Context: an optimization exercise on an open-source flow, tuned for small area and a short achievable clock period. The choices shown serve that exercise and are no tape-out recipe. RTL that was checked went through simulation tests only; none was proved equivalent to the original. Power figures rest on the tool's default switching activity, not on a simulated workload.

lane 2:
==> flow/design.v (excerpt) <==
module pwm_block (
    input  wire        clk,
    input  wire        rst,
    input  wire        fast_tick,
    input  wire        slow_tick,
    input  wire        cmd_valid,
    input  wire [31:0] cmd,
    output reg         rsp_valid,
    output reg  [2:0]  rsp_err,
    output reg  [31:0] rsp_data,
    output wire [5:0]  out
);
For scale: roughly 140 flip-flops, ~79 I/O pins, roughly 7400 um^2 of cells after synthesis.
clock: 12.0 ns
lec_check: 0
abc_area: 1
cap_margin: 20
core_margin: 2
core_utilization: 40
slew_margin: 20
buffer_ports_args: -buffer_cell sky130_fd_sc_hd__buf_1
cts_args: -sink_clustering_enable -repair_clock_nets -dont_use_dummy_load -buf_list sky130_fd_sc_hd__clkbuf_8
setup_slack_margin: 7.5
standard.sh (not shown) runs the stock make flow with config.mk's settings and CLKGATE_MAP_FILE= SYNTH_SCRIPT=/design/flow/synth_recipe.tcl, a recipe that flattens the netlist after the stock synthesis.
==> flow/flow/run.sh <==
#!/bin/bash
# Layout flow: the standard ORFS flow (standard.sh) with these changes:
#  * synthesis is the standard synthesis script, except that ABC maps the
#    logic with the area-oriented script flow/abc.script (registers, their
#    names and cell types are untouched);
#  * ports are buffered with buf_1 cells instead of delay buffers;
#  * CTS uses the buffers in CTS_BUF_LIST without dummy loads.
# Each tool's output goes to the ORFS logs under orfs/logs and to flow_*.log here.
set -euo pipefail
W=$(pwd)
F=$W/flow

# synthesis script: synth_recipe.tcl sourcing a copy of ORFS synth.tcl whose
# abc call uses our script
sed "s#^  log_cmd abc {\*}\$abc_args#  log_cmd abc -script $F/abc.script {*}[lrange \$abc_args 2 end]#" \
    "$FLOW_HOME/scripts/synth.tcl" > "$W/my_synth.tcl"
grep -q "abc -script $F/abc.script" "$W/my_synth.tcl"
sed "s#source \$::env(SCRIPTS_DIR)/synth.tcl#source $W/my_synth.tcl#" "$W/synth_recipe.tcl" > "$W/my_synth_recipe.tcl"
grep -q "source $W/my_synth.tcl" "$W/my_synth_recipe.tcl"

cat "$F/extra.mk" >> "$W/config.mk"

sed "s#SYNTH_SCRIPT=[^ ]*synth_recipe.tcl#SYNTH_SCRIPT=$W/my_synth_recipe.tcl#" "$W/standard.sh" > "$W/my_standard.sh"
grep -q "SYNTH_SCRIPT=$W/my_synth_recipe.tcl" "$W/my_standard.sh"

bash "$W/my_standard.sh" > "$W/flow_make.log" 2>&1
==> flow/flow/abc.script <==
strash
&get -n
&dch
&nf
&put
==> flow/flow/extra.mk <==
export BUFFER_PORTS_ARGS = -buffer_cell sky130_fd_sc_hd__buf_1
export CTS_ARGS = -sink_clustering_enable -repair_clock_nets -dont_use_dummy_load -buf_list sky130_fd_sc_hd__clkbuf_8
export SETUP_SLACK_MARGIN = 7.5
Setup changes, lane 2 to lane 4
==> flow/flow/extra.mk <==
export BUFFER_PORTS_ARGS = -buffer_cell sky130_fd_sc_hd__buf_1
export CTS_ARGS = -sink_clustering_enable -repair_clock_nets -dont_use_dummy_load -buf_list sky130_fd_sc_hd__clkbuf_8
export SETUP_SLACK_MARGIN = 7
diff --git a/flow/config.mk b/flow/config.mk
--- a/flow/config.mk
+++ b/flow/config.mk
@@ -14,2 +14,2 @@
 export CTS_ARGS = -sink_clustering_enable -repair_clock_nets -dont_use_dummy_load -buf_list sky130_fd_sc_hd__clkbuf_8
-export SETUP_SLACK_MARGIN = 7.5
+export SETUP_SLACK_MARGIN = 7
## What came out
As far as insertion delay to the later sink of the worst-skew pair is concerned, lane 2 and lane 4 perform about the same. Diff lane 2 -> lane 4: cell area after layout now sits lower; clock network power share now sits higher; met3 layer wire length in the routed design now sits lower; final-layout clock buffer total now sits at about the same level. Total number of cells along the worst setup path delta for lane 4 relative to lane 2: 1 higher. [lane 4 vs lane 2] non-clock buffer count: lower in lane 4. Run comparison: lane 4 cell with the largest stage delay on the worst path or4_1; lane 2 cell with the largest stage delay on the worst path or4_4.
No functional check of the RTL was part of any run of this note.

* * *

pwm_block, a different RTL version from the one above (not shown whole).
Size: roughly 140 flip-flops, ~79 I/O pins, ~7200 um^2 of cells after synthesis.
==> flow/config.mk <==
export PLATFORM = sky130hd
export DESIGN_NAME = pwm_block
export DESIGN_NICKNAME = pwm_block
export VERILOG_FILES = /design/flow/design.v
export SDC_FILE = /design/flow/constraint.sdc
export NUM_CORES = 4
export LEC_CHECK = 0
export ABC_AREA = 1
export CAP_MARGIN = 20
export CORE_MARGIN = 2
export CORE_UTILIZATION = 40
export SLEW_MARGIN = 20
export BUFFER_PORTS_ARGS = -buffer_cell sky130_fd_sc_hd__buf_1
export CTS_ARGS = -sink_clustering_enable -repair_clock_nets -dont_use_dummy_load -buf_list sky130_fd_sc_hd__clkbuf_8
export SETUP_SLACK_MARGIN = 7
==> flow/constraint.sdc <==
create_clock -name core_clock -period 12.0 [get_ports {clk}]
set_input_delay 2.4000 -clock core_clock [delete_from_list [all_inputs] [get_ports {clk}]]
set_output_delay 2.4000 -clock core_clock [all_outputs]
set_load 0.01 [all_outputs]
==> flow/flow/extra.mk <==
export BUFFER_PORTS_ARGS = -buffer_cell sky130_fd_sc_hd__buf_1
export CTS_ARGS = -sink_clustering_enable -repair_clock_nets -dont_use_dummy_load -buf_list sky130_fd_sc_hd__clkbuf_8
export SETUP_SLACK_MARGIN = 7
Scripts as last shown in full above: flow/flow/run.sh, flow/flow/abc.script
The baseline finished with timing, DRC and antenna clean.
Edit:
==> flow/flow/extra.mk (replaced) <==
export BUFFER_PORTS_ARGS = -buffer_cell sky130_fd_sc_hd__buf_1
export CTS_ARGS = -sink_clustering_enable -repair_clock_nets -dont_use_dummy_load -buf_list sky130_fd_sc_hd__clkbuf_8
export SETUP_SLACK_MARGIN = 7.25
SETUP_SLACK_MARGIN = 7.25   (was 7)
After rerunning:
- routed wire length goes up by 11%
- total power is higher by 0.90%
- synthesized area stays the same
- clock-buffer cell count does not change
- sequential cell count does not change
- design area came out higher by 8.6%
- die area stays the same
- register-to-register slack stays flat
- worst setup slack is better by 0.095 ns
- cell count rose by 3.3%
Function was not checked in any run of this note: the RTL went through the layout flow alone.

* * *

Another version of the RTL of pwm_block (not shown whole).
Size: roughly 860 cells after synthesis, ~7300 µm² of cells after synthesis.
Settings: LEC_CHECK=0, ABC_AREA=1, CAP_MARGIN=20, CORE_MARGIN=2, CORE_UTILIZATION=60, SLEW_MARGIN=20, BUFFER_PORTS_ARGS=-buffer_cell sky130_fd_sc_hd__buf_1, CTS_ARGS=-sink_clustering_enable -repair_clock_nets -dont_use_dummy_load -buf_list sky130_fd_sc_hd__clkbuf_8, SETUP_SLACK_MARGIN=7; clock period 12.0 ns.
==> flow/flow/extra.mk <==
export BUFFER_PORTS_ARGS = -buffer_cell sky130_fd_sc_hd__buf_1
export CTS_ARGS = -sink_clustering_enable -repair_clock_nets -dont_use_dummy_load -buf_list sky130_fd_sc_hd__clkbuf_8
export SETUP_SLACK_MARGIN = 7
Scripts as last shown in full above: flow/flow/run.sh, flow/flow/abc.script
The first run passed the timing, DRC and antenna checks.
Change:
--- a/flow/config.mk
+++ b/flow/config.mk
@@ -11 +11 @@
-export CORE_UTILIZATION = 60
+export CORE_UTILIZATION = 40
@@ -12,0 +13 @@
+export TNS_END_PERCENT = 20
After rerunning: The changed run went through all stages and came out clean. Wire length drops by 4.2%. Die area climbs by 48%. Worst setup slack loses 0.040 ns. Sequential share of layout area went up by 0.59 points. Sequential cell count does not change. Sequential power hardly moves. Global-route usage falls by 12 points. Clock-buffer cell count does not change. Synthesized cell count is unchanged. Clock power rises by about 2%. Final cell count went up by 6.5%.
Change:
==> flow/flow/abc.script (replaced) <==
strash
&get -n
&dch
&put
dch
map
topo
--- a/flow/flow/extra.mk
+++ b/flow/flow/extra.mk
@@ -3 +3 @@
-export SETUP_SLACK_MARGIN = 7
+export SETUP_SLACK_MARGIN = 7.5
--- a/flow/config.mk
+++ b/flow/config.mk
@@ -13 +12,0 @@
-export TNS_END_PERCENT = 20
@@ -16 +15 @@
-export SETUP_SLACK_MARGIN = 7
+export SETUP_SLACK_MARGIN = 7.5
The new run passed the timing, DRC and antenna checks.
Combinational power increases by 42%.
Global-route usage increases by 2.3 points.
Hold slack degrades by 0.011 ns.
Clock power hardly moves.
Setup slack improves by 0.015 ns.
Change:
--- a/flow/flow/extra.mk
+++ b/flow/flow/extra.mk
@@ -3 +3 @@
-export SETUP_SLACK_MARGIN = 7.5
+export SETUP_SLACK_MARGIN = 7
--- a/flow/config.mk
+++ b/flow/config.mk
@@ -15 +15 @@
-export SETUP_SLACK_MARGIN = 7.5
+export SETUP_SLACK_MARGIN = 7
Effect: Combinational power came out lower by 29%. Sequential power barely changes. Routed wire length came out lower by 8.6%. Count of clock-buffer cells in the layout stays the same. Die area is unchanged.
Change:
==> flow/flow/abc.script (replaced) <==
strash
&get -n
&dch
&nf
&put
--- a/flow/config.mk
+++ b/flow/config.mk
@@ -11,0 +12 @@
+export PLACE_DENSITY = 0.75
The changed run produced a clean layout.
Setup slack is better by 0.046 ns.
Synthesized area falls by 2.4%.
Sequential cell count does not change.
Count of clock-buffer cells in the layout stays the same.
Clock skew rises by 0.0066 ns.
Design area falls by 8.6%.
Via count falls by 8.2%.
Cell count falls by 17%.
Core utilization falls by 3.8 points.
Worst hold slack is better by 0.032 ns.

* * *

Another version of the RTL of pwm_block (not shown whole).
Size: ~940 cells after synthesis, ~140 flip-flops, about 79 I/O pins.
Design pwm_block, start of the top module:
module pwm_block (
    input  wire        clk,
    input  wire        rst,
    input  wire        fast_tick,
    input  wire        slow_tick,
    input  wire        cmd_valid,
    input  wire [31:0] cmd,
    output reg         rsp_valid,
    output reg  [2:0]  rsp_err,
    output reg  [31:0] rsp_data,
    output wire [5:0]  out
);
    reg        [31:0] fast_q;
    reg        [31:0] slow_q;
    reg               slow_pend_q;
    reg        [5:0]  out_q;
    reg               pwm_on_q;
    reg        [15:0] thr_q;
    reg        [7:0]  step_q;
    reg               dir_q;
    reg        [2:0]  sch_q;
    reg               stopreq_q;
    reg        [1:0]  mode_q;       
    reg               cancelled_q;
    reg               f_illop_q;
    reg               f_busy_q;
    reg               f_invch_q;
    reg               f_operand_q;
    assign out = out_q;
    wire [3:0] op    = cmd[31:28];
    wire [2:0] c_ch  = cmd[27:25];
    wire       c_b   = cmd[24];
  ...
export LEC_CHECK = 0
export ABC_AREA = 1
export CAP_MARGIN = 20
export CORE_MARGIN = 2
export CORE_UTILIZATION = 40
export SLEW_MARGIN = 20
export SYNTH_HIERARCHICAL = 1
export BUFFER_PORTS_ARGS = -buffer_cell sky130_fd_sc_hd__buf_1
export CTS_ARGS = -sink_clustering_enable -repair_clock_nets -dont_use_dummy_load -buf_list sky130_fd_sc_hd__clkbuf_8
export SETUP_SLACK_MARGIN = 7
create_clock -name core_clock -period 12.0 [get_ports {clk}]
==> flow/flow/abc.script <==
strash
&get -n
&dch
&nf
&put
==> flow/flow/extra.mk <==
export BUFFER_PORTS_ARGS = -buffer_cell sky130_fd_sc_hd__buf_1
export CTS_ARGS = -sink_clustering_enable -repair_clock_nets -dont_use_dummy_load -buf_list sky130_fd_sc_hd__clkbuf_8
export SETUP_SLACK_MARGIN = 7
Scripts as last shown in full above: flow/flow/run.sh
Rerun with:
--- a/flow/flow/extra.mk
+++ b/flow/flow/extra.mk
@@ -3 +3 @@
-export SETUP_SLACK_MARGIN = 7
+export SETUP_SLACK_MARGIN = 6.5
- SETUP_SLACK_MARGIN: 7 -> 6.5
Outcome:
- die area is unchanged
- worst setup slack got worse by 0.37 ns
- power decreases by 1.3%
- critical path depth shrinks by 2
- final area came out lower by 6.6%
- wire length went down by 4.5%
- via count went down by 3.6%
- clock skew rises by 0.0045 ns
Function was not checked in any run of this note: the RTL went through the layout flow alone.

port drivers added, routing unchanged:
Ports are ideal in the flow. The routed layouts listed here were re-timed in OpenROAD.
Step 1 sets driving cells, clkbuf_16 on the clock port and buf_2 on the other inputs (assumed; they add their load-dependent delay and slew).
Step 2, shift: input delay + t, output delay - t, t = (earliest + latest rising clock arrival at the registers) / 2. This alone moves slack from input paths to output paths.
a / b / c = ideal ports / drivers / drivers and shift; a / b = the first two.
run | shift t [ns] | setup WS [ns] | worst register clock-pin slew, ns | pins driven straight from the clock port
lane 2 | 0.475 | 7.079 / 7.083 / 6.612 | 0.08 / 0.08 | 1
lane 4 | 0.479 | 6.988 / 6.988 / 6.533 | 0.08 / 0.08 | 1
the first run of note 2 | 0.479 | 7.068 / 7.083 / 6.605 | 0.08 / 0.08 | 1
the second run of note 2 | 0.474 | 7.163 / 7.163 / 6.690 | 0.08 / 0.08 | 1
the first run of note 3 | 0.479 | 6.996 / 7.009 / 6.530 | 0.09 / 0.09 | 1
the second run of note 3 | 0.475 | 6.956 / 6.958 / 6.484 | 0.09 / 0.09 | 1
the third run of note 3 | 0.487 | 6.970 / 6.919 / 6.432 | 0.10 / 0.10 | 1
the fourth run of note 3 | 0.483 | 7.012 / 7.004 / 6.520 | 0.09 / 0.09 | 1
the fifth run of note 3 | 0.485 | 7.058 / 7.074 / 6.589 | 0.09 / 0.09 | 1
the first run of note 4 | 0.473 | 7.079 / 7.091 / 6.618 | 0.08 / 0.08 | 1
the second run of note 4 | 0.469 | 6.706 / 6.721 / 6.253 | 0.10 / 0.10 | 1
After both steps every run listed still meets setup and hold. For the third run of note 3, which loses most, drivers alone change the setup slack by -0.051 ns; drivers and shift together by -0.538 ns.
